This design comes from an exercise in tuning for small area on the open sky130 flow, not from production work. RTL that was checked went through simulation tests only; none was proved equivalent to the original. Power figures rest on the tool's default switching activity, not on a simulated workload.

==> run a <==
Design fpc_codec, start of the top module:
module fpc_codec (
    input  wire        clk,
    input  wire        rst,
    input  wire        req_valid,
    output wire        req_ready,
    input  wire        req_we,
    input  wire        req_space,
    input  wire [8:0]  req_addr,
    input  wire [31:0] req_wdata,
    output reg         resp_valid,
    output reg  [31:0] resp_rdata
);
export LEC_CHECK = 0
export CAP_MARGIN = 20
export CORE_MARGIN = 2
export CORE_UTILIZATION = 40
export GPL_TIMING_DRIVEN = 0
export SLEW_MARGIN = 20
create_clock -name core_clock -period 8.0 [get_ports {clk}]
standard.sh (not shown) runs the stock make flow with config.mk's settings and CLKGATE_MAP_FILE= SYNTH_SCRIPT=/design/flow/synth_recipe.tcl, a recipe that flattens the netlist after the stock synthesis.
==> flow/flow/run.sh <==
#!/bin/bash
# The standard layout (standard.sh, with its unchanged synthesis), with these
# settings changed:
#  - the buffers ABC put into the netlist are removed at floorplan;
#  - the port buffers are sky130_fd_sc_hd__buf_1 cells;
#  - clock tree synthesis builds the tree from clkbuf_8 cells, clusters up to 20
#    sinks within 60 um, and adds no dummy loads.
# standard.sh's output goes to standard.log; each tool's own logs stay under orfs/logs.
set -o pipefail
export REMOVE_ABC_BUFFERS=1
export BUFFER_PORTS_ARGS="-buffer_cell sky130_fd_sc_hd__buf_1"
export CTS_ARGS="-sink_clustering_enable -repair_clock_nets -dont_use_dummy_load -sink_clustering_size 20 -sink_clustering_max_diameter 60 -buf_list sky130_fd_sc_hd__clkbuf_8"
bash standard.sh > standard.log 2>&1
==> run b: changes against run a <==
==> flow/run.sh (new file) <==
#!/bin/bash
# synth_recipe.tcl (not shown) runs the flow's synth.tcl, then flattens the netlist and writes it again
# the make line also repeats each setting of config.mk as NAME=value (left out here)
make -C /OpenROAD-flow-scripts/flow DESIGN_CONFIG=/design/flow/config.mk WORK_HOME=/design/flow/orfs CLKGATE_MAP_FILE= SYNTH_SCRIPT=/design/flow/synth_recipe.tcl finish
removed: flow/flow/run.sh
removed: flow/standard.sh
==> comparison table <==
Combinational power: run a 0.000873 W; run b 0.000951 W
Placer Congestion: run a 0.929; run b 0.911
Worst path bufs/invs: run a 2; run b 4
Path length in cells of the critical path: run a 12; run b 14
Placed Area: run a 29000 µm²; run b 29700 µm²
Number of antenna violations at the first check in global routing: run a 4; run b 2
Met1 track utilization from global routing: run a 19.9%; run b 21.5%
Met3 Use GR: run a 2.52%; run b 3.26%
Worst Slack Setup Final: run a 1.38 ns; run b 0.779 ns
Number of global-route vias before repair: run a 13800; run b 14400
Arr. time, crit path: run a 5.02 ns; run b 5.62 ns
Worst hold endpoint: run a ring[521]; run b ring[25]
GRT Resource Usage Total: run a 14.1%; run b 15.7%
Layout buffering overhead excluding clock cells: run a 1.22%; run b 3.14%
Max transition margin: run a 30.7%; run b 32.5%
Logic pwr share: run a 9.9%; run b 8.5%
Worst Clk Skew: run a 0.121 ns; run b 0.0383 ns
Insertion delay to the later sink of the worst-skew pair: run a 0.67 ns; run b 0.65 ns
Layout Utilization: run a 43.7%; run b 48.0%
Outcome: run a finished clean; run b finished clean
Area added between synthesis and finish: run a 8.12%; run b 18.8%
Library cell contributing the largest single delay on the critical path: run a dfxtp_1; run b clkdlybuf4s50_1
Post-route standard cell area excluding fillers: run a 30000 µm²; run b 32900 µm²
Leakage power total: run a 11.4 nW; run b 12.8 nW
Footprint of the multi-input gates: run a 5290 µm²; run b 5290 µm²


==> inputs of 08-02 <==
Starting RTL as in the previous note.
Settings: LEC_CHECK=0, CAP_MARGIN=20, CORE_MARGIN=2, CORE_UTILIZATION=40, GPL_TIMING_DRIVEN=0, SLEW_MARGIN=20; clock period 8.0 ns.
==> flow/flow/run.sh <==
#!/bin/bash
# Standard layout with two changes: the port buffers are the smallest buffer
# cell, and clock tree synthesis adds no dummy loads.
set -o pipefail
export BUFFER_PORTS_ARGS="-buffer_cell sky130_fd_sc_hd__buf_1"
export CTS_ARGS="-sink_clustering_enable -repair_clock_nets -dont_use_dummy_load -sink_clustering_size 20 -sink_clustering_max_diameter 50 -buf_list sky130_fd_sc_hd__clkbuf_8"
bash standard.sh > standard.log 2>&1
status=$?
exit $status
==> 01-14 (differences from 08-02) <==
--- a/flow/design.v
+++ b/flow/design.v
@@ -167,39 +167,52 @@
         for (k = 0; k < 8; k = k + 1)
             crc_next = crc_next[0] ? ((crc_next >> 1) ^ 16'hA001) : (crc_next >> 1);
     end
     wire stamp_on = x_ser || (x_stamp && !rng);
     wire csum_on  = (x_calc && !big) || (x_stamp && !rng) || x_ser || (x_check && !rng && okf);
     wire des_on   = x_des && eq14 && okf;
-    wire       use_a  = x_des || x_unpack || x_w2i;
-    wire       seq    = x_i2w || x_w2i;
-    wire [7:0] ax     = use_a ? tapa : tapb;
+    wire       add_lo = (x_i2w && pos == 8'd112) || (x_w2i && pos == 8'd86);
+    wire [7:0] ax     = x_i2w ? tapb : tapa;
     wire [7:0] axs    = ax ^ {8{x_w2i}};
-    wire       acin   = seq && (s_first ? !c1 : cy);
+    wire       acin   = add_lo ? !c1 : cy;
     wire [8:0] asum   = {1'b0, axs} + {8'd0, acin};
     wire [7:0] ares   = asum[7:0] ^ {8{x_w2i}};
-    wire is_csum = (s_reg == 5'd8);
-    wire c_w     = (hit_wb || hit_reg) && req_we;
-    wire c_tap   = win && ((x_ser && pos < 8'd12) ||
-                           (des_on && (s_reg[4:2] == 3'd0 || is_csum)) ||
-                           (x_pack && s_reg == 5'd13) ||
-                           (x_unpack && s_reg == 5'd4) ||
-                           (x_i2w && s_reg == 5'd2) ||
-                           (x_w2i && s_reg == 5'd9));
-    wire st_lo   = stamp_on && s_wbuf && pos == nm2;
-    wire st_hi   = stamp_on && s_wbuf && pos == nm1;
-    wire c_crc   = win && (st_lo || st_hi || (csum_on && is_csum));
-    wire crc_hi  = st_hi || (!st_lo && s_b[0]);
-    wire c_const = win && ((x_srst && s_isreg) || (x_ser && s_reg == 5'd18));
-    wire [7:0] cbyte = x_srst ? rst_byte : {4'd0, s_first, s_first, s_first, 1'b0};
-    wire [7:0] wbyte = req_space ? req_wdata[7:0] : req_wdata[8*s_b +: 8];
-    wire [7:0] crcb  = crc_hi ? crc[15:8] : crc[7:0];
-    wire c_keep  = !(c_w || c_tap || c_crc || c_const);
-    always @(*)
-        head_new = ({8{c_keep}} & head) | ({8{c_w}} & wbyte) | ({8{c_tap}} & ares) |
-                   ({8{c_crc}} & crcb) | ({8{c_const}} & cbyte);
+    always @(*) begin
+        head_new = head;
+        if (hit_wb && req_we)
+            head_new = req_wdata[7:0];
+        else if (hit_reg && req_we)
+            head_new = req_wdata[8*s_b +: 8];
+        else if (win) begin
+            if (x_srst && s_isreg)
+                head_new = rst_byte;
+            else if (x_ser && pos < 8'd12)
+                head_new = tapb;
+            else if (x_ser && pos == 8'd126)
+                head_new = 8'd14;
+            else if (x_ser && pos >= 8'd127)
+                head_new = 8'd0;
+            else if (stamp_on && s_wbuf && pos == nm2)
+                head_new = crc[7:0];
+            else if (stamp_on && s_wbuf && pos == nm1)
+                head_new = crc[15:8];
+            else if (csum_on && pos == 8'd116)
+                head_new = crc[7:0];
+            else if (csum_on && pos == 8'd117)
+                head_new = crc[15:8];
+            else if (des_on && pos >= 8'd104 && pos <= 8'd117)
+                head_new = tapa;
+            else if (x_pack && pos >= 8'd118 && pos <= 8'd120)
+                head_new = tapb;
+            else if (x_unpack && pos >= 8'd92 && pos <= 8'd94)
+                head_new = tapa;
+            else if ((x_i2w && (pos == 8'd112 || pos == 8'd113)) ||
+                     (x_w2i && (pos == 8'd86 || pos == 8'd87)))
+                head_new = ares;
+        end
+    end
     always @(posedge clk) begin
         cy <= asum[8];
         if (pos == 8'd123)      c1 <= (head == 8'd1);
         else if (pos == 8'd124 || pos == 8'd125) c1 <= c1 && (head == 8'd0);
         if (pos == 8'd126) begin
             n_lo <= head_new;  n_hinz <= 1'b0;
@@ -243,52 +256,50 @@
                 sk2 <= 1'b0;  sk3 <= 1'b0;  sk6 <= 1'b0;  sk7 <= 1'b0;
             end else begin
                 st_err <= E_ILLEGAL;  sk6 <= 1'b1;
             end
         end
     end
-    reg [3:0] l_en;       
-    reg       l_rev;      
-    reg       l_stat, l_ver, l_fdmax, l_magic, l_crc0, l_crc1;
+    reg       l_space, l_oob;
+    reg [4:0] l_rno;
     always @(posedge clk) begin
         if (rst)
             resp_valid <= 1'b0;
         else
             resp_valid <= acc && !req_we;
-        l_en  <= 4'd0;
-        l_rev <= 1'b0;
-        l_stat <= 1'b0;  l_ver <= 1'b0;  l_fdmax <= 1'b0;
-        l_magic <= 1'b0; l_crc0 <= 1'b0; l_crc1 <= 1'b0;
-        if (req_space)
-            l_en <= {3'd0, wb_in};
-        else if (rspace)
-            case (rno)
-                5'd0, 5'd1, 5'd6, 5'd11, 5'd12, 5'd18: l_en <= 4'b1111;
-                5'd4, 5'd10:                           l_en <= 4'b0111;
-                5'd13: begin                           l_en <= 4'b0111; l_rev <= 1'b1; end
-                5'd2, 5'd3, 5'd7, 5'd8, 5'd9:          l_en <= 4'b0011;
-                5'd5:                                  l_en <= 4'b0001;
-                5'd17: l_stat  <= 1'b1;
-                5'd24: l_ver   <= 1'b1;
-                5'd25: l_fdmax <= 1'b1;
-                5'd28: l_magic <= 1'b1;
-                5'd29: l_crc0  <= 1'b1;
-                5'd30: l_crc1  <= 1'b1;
-                default: ;
-            endcase
+        if (acc && !req_we) begin
+            l_space <= req_space;
+            l_oob   <= req_space ? !wb_in : !rspace;
+            l_rno   <= rno;
+        end
     end
     wire [7:0]  t0 = ring[8*129 +: 8];
     wire [7:0]  t1 = ring[7:0];
     wire [7:0]  t2 = ring[15:8];
     wire [7:0]  t3 = ring[23:16];
     wire [31:0] stat = {16'd0, sk7, sk6, 2'b00, sk3, sk2, 2'b00, 3'b000, st_crcok, st_err};
-    wire [7:0]  b0 = l_rev ? t2 : t0;
-    wire [7:0]  b2 = l_rev ? t0 : t2;
-    always @(*)
-        resp_rdata = ({t3, b2, t1, b0} & {{8{l_en[3]}}, {8{l_en[2]}}, {8{l_en[1]}}, {8{l_en[0]}}})
-                   | (stat & {32{l_stat}})
-                   | (32'h46504301 & {32{l_ver}})
-                   | (32'd64 & {32{l_fdmax}})
-                   | (32'h3CC35AA5 & {32{l_magic}})
-                   | (32'h00008005 & {32{l_crc0}})
-                   | (32'h00030000 & {32{l_crc1}});
+    always @(*) begin
+        resp_rdata = 32'd0;
+        if (l_oob)
+            resp_rdata = 32'd0;
+        else if (l_space)
+            resp_rdata = {24'd0, t0};
+        else
+            case (l_rno)
+                5'd0, 5'd1, 5'd6, 5'd11, 5'd12, 5'd18:
+                       resp_rdata = {t3, t2, t1, t0};
+                5'd4, 5'd10:
+                       resp_rdata = {8'd0, t2, t1, t0};
+                5'd13: resp_rdata = {8'd0, t0, t1, t2};
+                5'd2, 5'd3, 5'd7, 5'd8, 5'd9:
+                       resp_rdata = {16'd0, t1, t0};
+                5'd5:  resp_rdata = {24'd0, t0};
+                5'd17: resp_rdata = stat;
+                5'd24: resp_rdata = 32'h46504301;        
+                5'd25: resp_rdata = 32'd64;              
+                5'd28: resp_rdata = 32'h3CC35AA5;        
+                5'd29: resp_rdata = 32'h00008005;        
+                5'd30: resp_rdata = 32'h00030000;        
+                default: resp_rdata = 32'd0;
+            endcase
+    end
 endmodule
==> flow/run.sh (new file) <==
#!/bin/bash
# synth_recipe.tcl (not shown) runs the flow's synth.tcl, then flattens the netlist and writes it again
# the make line also repeats each setting of config.mk as NAME=value (left out here)
make -C /OpenROAD-flow-scripts/flow DESIGN_CONFIG=/design/flow/config.mk WORK_HOME=/design/flow/orfs CLKGATE_MAP_FILE= SYNTH_SCRIPT=/design/flow/synth_recipe.tcl finish
--- a/flow/config.mk
+++ b/flow/config.mk
@@ -5,8 +5,7 @@
 export SDC_FILE = /design/flow/constraint.sdc
 export NUM_CORES = 4
 export LEC_CHECK = 0
 export CAP_MARGIN = 20
 export CORE_MARGIN = 2
 export CORE_UTILIZATION = 40
-export GPL_TIMING_DRIVEN = 0
 export SLEW_MARGIN = 20
removed: flow/flow/run.sh
removed: flow/standard.sh
==> 04-11 (differences from 08-02) <==
==> flow/flow/run.sh (replaced) <==
#!/bin/bash
# Standard layout with two changes: the port buffers are the smallest buffer
# cell, and clock tree synthesis adds no dummy loads.
set -o pipefail
export REMOVE_ABC_BUFFERS=1
export BUFFER_PORTS_ARGS="-buffer_cell sky130_fd_sc_hd__buf_1"
export CTS_ARGS="-sink_clustering_enable -repair_clock_nets -dont_use_dummy_load -sink_clustering_size 20 -sink_clustering_max_diameter 60 -buf_list sky130_fd_sc_hd__clkbuf_8"
bash standard.sh > standard.log 2>&1
status=$?
exit $status
==> 03-21 (differences from 08-02) <==
==> flow/run.sh (new file) <==
#!/bin/bash
# synth_recipe.tcl (not shown) runs the flow's synth.tcl, then flattens the netlist and writes it again
# the make line also repeats each setting of config.mk as NAME=value (left out here)
make -C /OpenROAD-flow-scripts/flow DESIGN_CONFIG=/design/flow/config.mk WORK_HOME=/design/flow/orfs CLKGATE_MAP_FILE= SYNTH_SCRIPT=/design/flow/synth_recipe.tcl finish
--- a/flow/config.mk
+++ b/flow/config.mk
@@ -5,8 +5,10 @@
 export SDC_FILE = /design/flow/constraint.sdc
 export NUM_CORES = 4
 export LEC_CHECK = 0
 export CAP_MARGIN = 20
 export CORE_MARGIN = 2
 export CORE_UTILIZATION = 40
+export CTS_CLUSTER_DIAMETER = 80
+export CTS_CLUSTER_SIZE = 30
 export GPL_TIMING_DRIVEN = 0
 export SLEW_MARGIN = 20
removed: flow/flow/run.sh
removed: flow/standard.sh
==> run summary <==
| item | 01-14 | 03-21 | 04-11 | 08-02 |
|---|---|---|---|---|
| Switch Pwr | 2.80 mW | 2.25 mW | 2.09 mW | 2.16 mW |
| #MultiIn Comb | 1010 | 772 | 772 | 772 |
| Number of input and output port buffers inserted | 79 | 77 | 79 | 77 |
| Xor-xnor portion of the synthesized cell area | 2.37% | 2.59% | 2.59% | 2.59% |
| Number of flops mapped to enable cells by yosys | 17 | 10 | 10 | 10 |
| Final GP Congestion | 0.946 | 0.911 | 0.929 | 0.920 |
| Arrival time at the worst endpoint | 5750 ps | 5630 ps | 5020 ps | 7420 ps |
| Part of the total power dissipated in sequential elements | 51.0% | 60.8% | 64.8% | 63.2% |
| Core utilization of the finished layout | 48.0% | 45.3% | 43.7% | 44.2% |
| Half-perimeter wire length after detailed placement | 48800 um | 37900 um | 33100 um | 36900 um |
| Sw Share | 24.1% | 24.0% | 23.6% | 23.9% |
| Total length of routed met3 wires | 4590 um | 2480 um | 2360 um | 2490 um |
| Post-layout nets | 2421 | 2143 | 2116 | 2179 |
| WP buf/inv | 3 | 4 | 2 | 6 |
| Crit path depth | 13 | 14 | 12 | 20 |
| Result of the run | complete, no violations | complete, no violations | complete, no violations | complete, no violations |
| First-iteration detailed-routing DRC count | 1404 | 1101 | 998 | 909 |
| Layout overhead on the synthesized area | 18.3% | 12.1% | 8.12% | 9.37% |
| Via Count | 16.7k | 14.0k | 14.0k | 14.1k |
| DRT Pass-1 Iters | 5 | 6 | 5 | 5 |
| Ratio of final minimum period to clock period | 91.8% | 90.4% | 82.8% | 85.2% |
| Met2 capacity usage during global routing | 26.5% | 23.8% | 21.7% | 22.3% |
| Core ar. | 71700 sq um | 68600 sq um | 68600 sq um | 68600 sq um |


==> job 3462 <==
Starting RTL as in the previous note.
## fpc_codec
module fpc_codec (
    input  wire        clk,
    input  wire        rst,
    input  wire        req_valid,
    output wire        req_ready,
    input  wire        req_we,
    input  wire        req_space,
    input  wire [8:0]  req_addr,
    input  wire [31:0] req_wdata,
    output reg         resp_valid,
    output reg  [31:0] resp_rdata
);
export LEC_CHECK = 0
export CAP_MARGIN = 20
export CORE_MARGIN = 2
export CORE_UTILIZATION = 40
export GPL_TIMING_DRIVEN = 0
export SLEW_MARGIN = 20
create_clock -name core_clock -period 8.0 [get_ports {clk}]
==> flow/flow/run.sh <==
#!/bin/bash
# Standard layout with two changes: the port buffers are the smallest buffer
# cell, and clock tree synthesis adds no dummy loads.
set -o pipefail
export REMOVE_ABC_BUFFERS=1
export BUFFER_PORTS_ARGS="-buffer_cell sky130_fd_sc_hd__buf_1"
export CTS_ARGS="-sink_clustering_enable -repair_clock_nets -dont_use_dummy_load -sink_clustering_size 20 -sink_clustering_max_diameter 40 -buf_list sky130_fd_sc_hd__clkbuf_8"
bash standard.sh > standard.log 2>&1
status=$?
exit $status
==> job 7842 (differences from job 3462) <==
--- a/flow/design.v
+++ b/flow/design.v
@@ -166,41 +166,54 @@
         crc_next = crc ^ {8'd0, head_new};
         for (k = 0; k < 8; k = k + 1)
             crc_next = crc_next[0] ? ((crc_next >> 1) ^ 16'hA001) : (crc_next >> 1);
     end
     wire stamp_on = x_ser || (x_stamp && !rng);
     wire csum_on  = (x_calc && !big) || (x_stamp && !rng) || x_ser || (x_check && !rng && okf);
     wire des_on   = x_des && eq14 && okf;
-    wire       use_a  = x_des || x_unpack || x_w2i;
-    wire       seq    = x_i2w || x_w2i;
-    wire [7:0] ax     = use_a ? tapa : tapb;
+    wire       add_lo = (x_i2w && pos == 8'd112) || (x_w2i && pos == 8'd86);
+    wire [7:0] ax     = x_i2w ? tapb : tapa;
     wire [7:0] axs    = ax ^ {8{x_w2i}};
-    wire       acin   = seq && (s_first ? !c1 : cy);
+    wire       acin   = add_lo ? !c1 : cy;
     wire [8:0] asum   = {1'b0, axs} + {8'd0, acin};
     wire [7:0] ares   = asum[7:0] ^ {8{x_w2i}};
-    wire is_csum = (s_reg == 5'd8);
-    wire c_w     = (hit_wb || hit_reg) && req_we;
-    wire c_tap   = win && ((x_ser && pos < 8'd12) ||
-                           (des_on && (s_reg[4:2] == 3'd0 || is_csum)) ||
-                           (x_pack && s_reg == 5'd13) ||
-                           (x_unpack && s_reg == 5'd4) ||
-                           (x_i2w && s_reg == 5'd2) ||
-                           (x_w2i && s_reg == 5'd9));
-    wire st_lo   = stamp_on && s_wbuf && pos == nm2;
-    wire st_hi   = stamp_on && s_wbuf && pos == nm1;
-    wire c_crc   = win && (st_lo || st_hi || (csum_on && is_csum));
-    wire crc_hi  = st_hi || (!st_lo && s_b[0]);
-    wire c_const = win && ((x_srst && s_isreg) || (x_ser && s_reg == 5'd18));
-    wire [7:0] cbyte = x_srst ? rst_byte : {4'd0, s_first, s_first, s_first, 1'b0};
-    wire [7:0] wbyte = req_space ? req_wdata[7:0] : req_wdata[8*s_b +: 8];
-    wire [7:0] crcb  = crc_hi ? crc[15:8] : crc[7:0];
-    wire c_keep  = !(c_w || c_tap || c_crc || c_const);
-    always @(*)
-        head_new = ({8{c_keep}} & head) | ({8{c_w}} & wbyte) | ({8{c_tap}} & ares) |
-                   ({8{c_crc}} & crcb) | ({8{c_const}} & cbyte);
+    always @(*) begin
+        head_new = head;
+        if (hit_wb && req_we)
+            head_new = req_wdata[7:0];
+        else if (hit_reg && req_we)
+            head_new = req_wdata[8*s_b +: 8];
+        else if (win) begin
+            if (x_srst && s_isreg)
+                head_new = rst_byte;
+            else if (x_ser && pos < 8'd12)
+                head_new = tapb;
+            else if (x_ser && pos == 8'd126)
+                head_new = 8'd14;
+            else if (x_ser && pos >= 8'd127)
+                head_new = 8'd0;
+            else if (stamp_on && s_wbuf && pos == nm2)
+                head_new = crc[7:0];
+            else if (stamp_on && s_wbuf && pos == nm1)
+                head_new = crc[15:8];
+            else if (csum_on && pos == 8'd116)
+                head_new = crc[7:0];
+            else if (csum_on && pos == 8'd117)
+                head_new = crc[15:8];
+            else if (des_on && pos >= 8'd104 && pos <= 8'd117)
+                head_new = tapa;
+            else if (x_pack && pos >= 8'd118 && pos <= 8'd120)
+                head_new = tapb;
+            else if (x_unpack && pos >= 8'd92 && pos <= 8'd94)
+                head_new = tapa;
+            else if ((x_i2w && (pos == 8'd112 || pos == 8'd113)) ||
+                     (x_w2i && (pos == 8'd86 || pos == 8'd87)))
+                head_new = ares;
+        end
+    end
     always @(posedge clk) begin
         cy <= asum[8];
         if (pos == 8'd123)      c1 <= (head == 8'd1);
         else if (pos == 8'd124 || pos == 8'd125) c1 <= c1 && (head == 8'd0);
         if (pos == 8'd126) begin
             n_lo <= head_new;  n_hinz <= 1'b0;
         end else if (pos >= 8'd127)
==> flow/run.sh (new file) <==
#!/bin/bash
# synth_recipe.tcl (not shown) runs the flow's synth.tcl, then flattens the netlist and writes it again
# the make line also repeats each setting of config.mk as NAME=value (left out here)
make -C /OpenROAD-flow-scripts/flow DESIGN_CONFIG=/design/flow/config.mk WORK_HOME=/design/flow/orfs CLKGATE_MAP_FILE= SYNTH_SCRIPT=/design/flow/synth_recipe.tcl finish
CTS_BUF_LIST = sky130_fd_sc_hd__clkbuf_4   (was unset)
GPL_TIMING_DRIVEN = unset   (was 0)
removed: flow/flow/run.sh
removed: flow/standard.sh
==> run summary <==
	job 7842	job 3462
Clock Path Buffers	4	3
Post-synth design cell area	0.0287 mm^2	0.0277 mm^2
Relative contribution of the clock network to total power	36.5%	27.8%
Number of global-route vias before repair	17664	14048
Switching power share of the total	24.5%	23.3%
Sequential cell area	0.0221 mm^2	0.0221 mm^2
Compound-gate portion of the synthesized area	7.25%	6.82%
Number of distinct library cells after synthesis	87	94
H-tree depth	5	3
Starting density of the core	40.3%	40.4%
Worst setup timing slack at the placement stage	362 ps	1070 ps
Clock insertion delay at the later pin of the skew report	1000 ps	690 ps
Critical Path Fanout Max	18	17
First-pass iteration count of the detailed router	5	7
Setup WS post-layout	585 ps	1370 ps
Psw	0.00283 W	0.00214 W
Worst endpoint data arrival time	5810 ps	5030 ps
Via count normalized by instance count	4.71	4.68
Clock network power	0.00422 W	0.00254 W
Multi-In Gates	917	772
Count of non-CTS inverters in the layout	28	26
Fraction of synthesized area in multiplexers	2.19%	1.81%
Run status	no timing/DRC/antenna violations	no timing/DRC/antenna violations
Multi-input gate share of total cell area	18.1%	17.5%
Max Clock Freq	0.135 GHz	0.151 GHz
Total leakage power	13.7 nW	11.6 nW
No functional check of the RTL was part of job 7842.

-- static timing again, ports no longer ideal --
How much do the figures lean on ideal ports? The routed layouts below were timed once more, with nothing changed but the port constraints. Step 1 assumes that a clkbuf_16 drives the clock port and a buf_2 every other input. Step 2 adds t to the input delays and takes it off the output delays; t is the mean of the earliest and latest rising clock arrival at the registers after step 1. Input paths then give back, and output paths get back, about the clock's delay inside the block. Three values: no drivers, after step 1, after step 2; two values: the first two.
| run | t, ns | setup WS [ns] | worst setup path at the end |
|---|---|---|---|
| run a | 0.658 | 1.378 / 1.326 / 0.759 | input to register |
| run b | 0.684 | 0.779 / 0.726 / 0.564 | input to register |
| 08-02 | 0.691 | 1.188 / 1.188 / 1.188 | register to register |
| 01-14 | 0.699 | 0.654 / 0.589 / 0.225 | input to register |
| 04-11 | 0.658 | 1.378 / 1.326 / 0.759 | input to register |
| 03-21 | 0.651 | 0.765 / 0.712 / 0.641 | input to register |
| job 3462 | 0.692 | 1.373 / 1.320 / 0.775 | input to register |
| job 7842 | 1.036 | 0.585 / 0.522 / 0.335 | input to register |
After both steps every run listed still meets setup and hold.
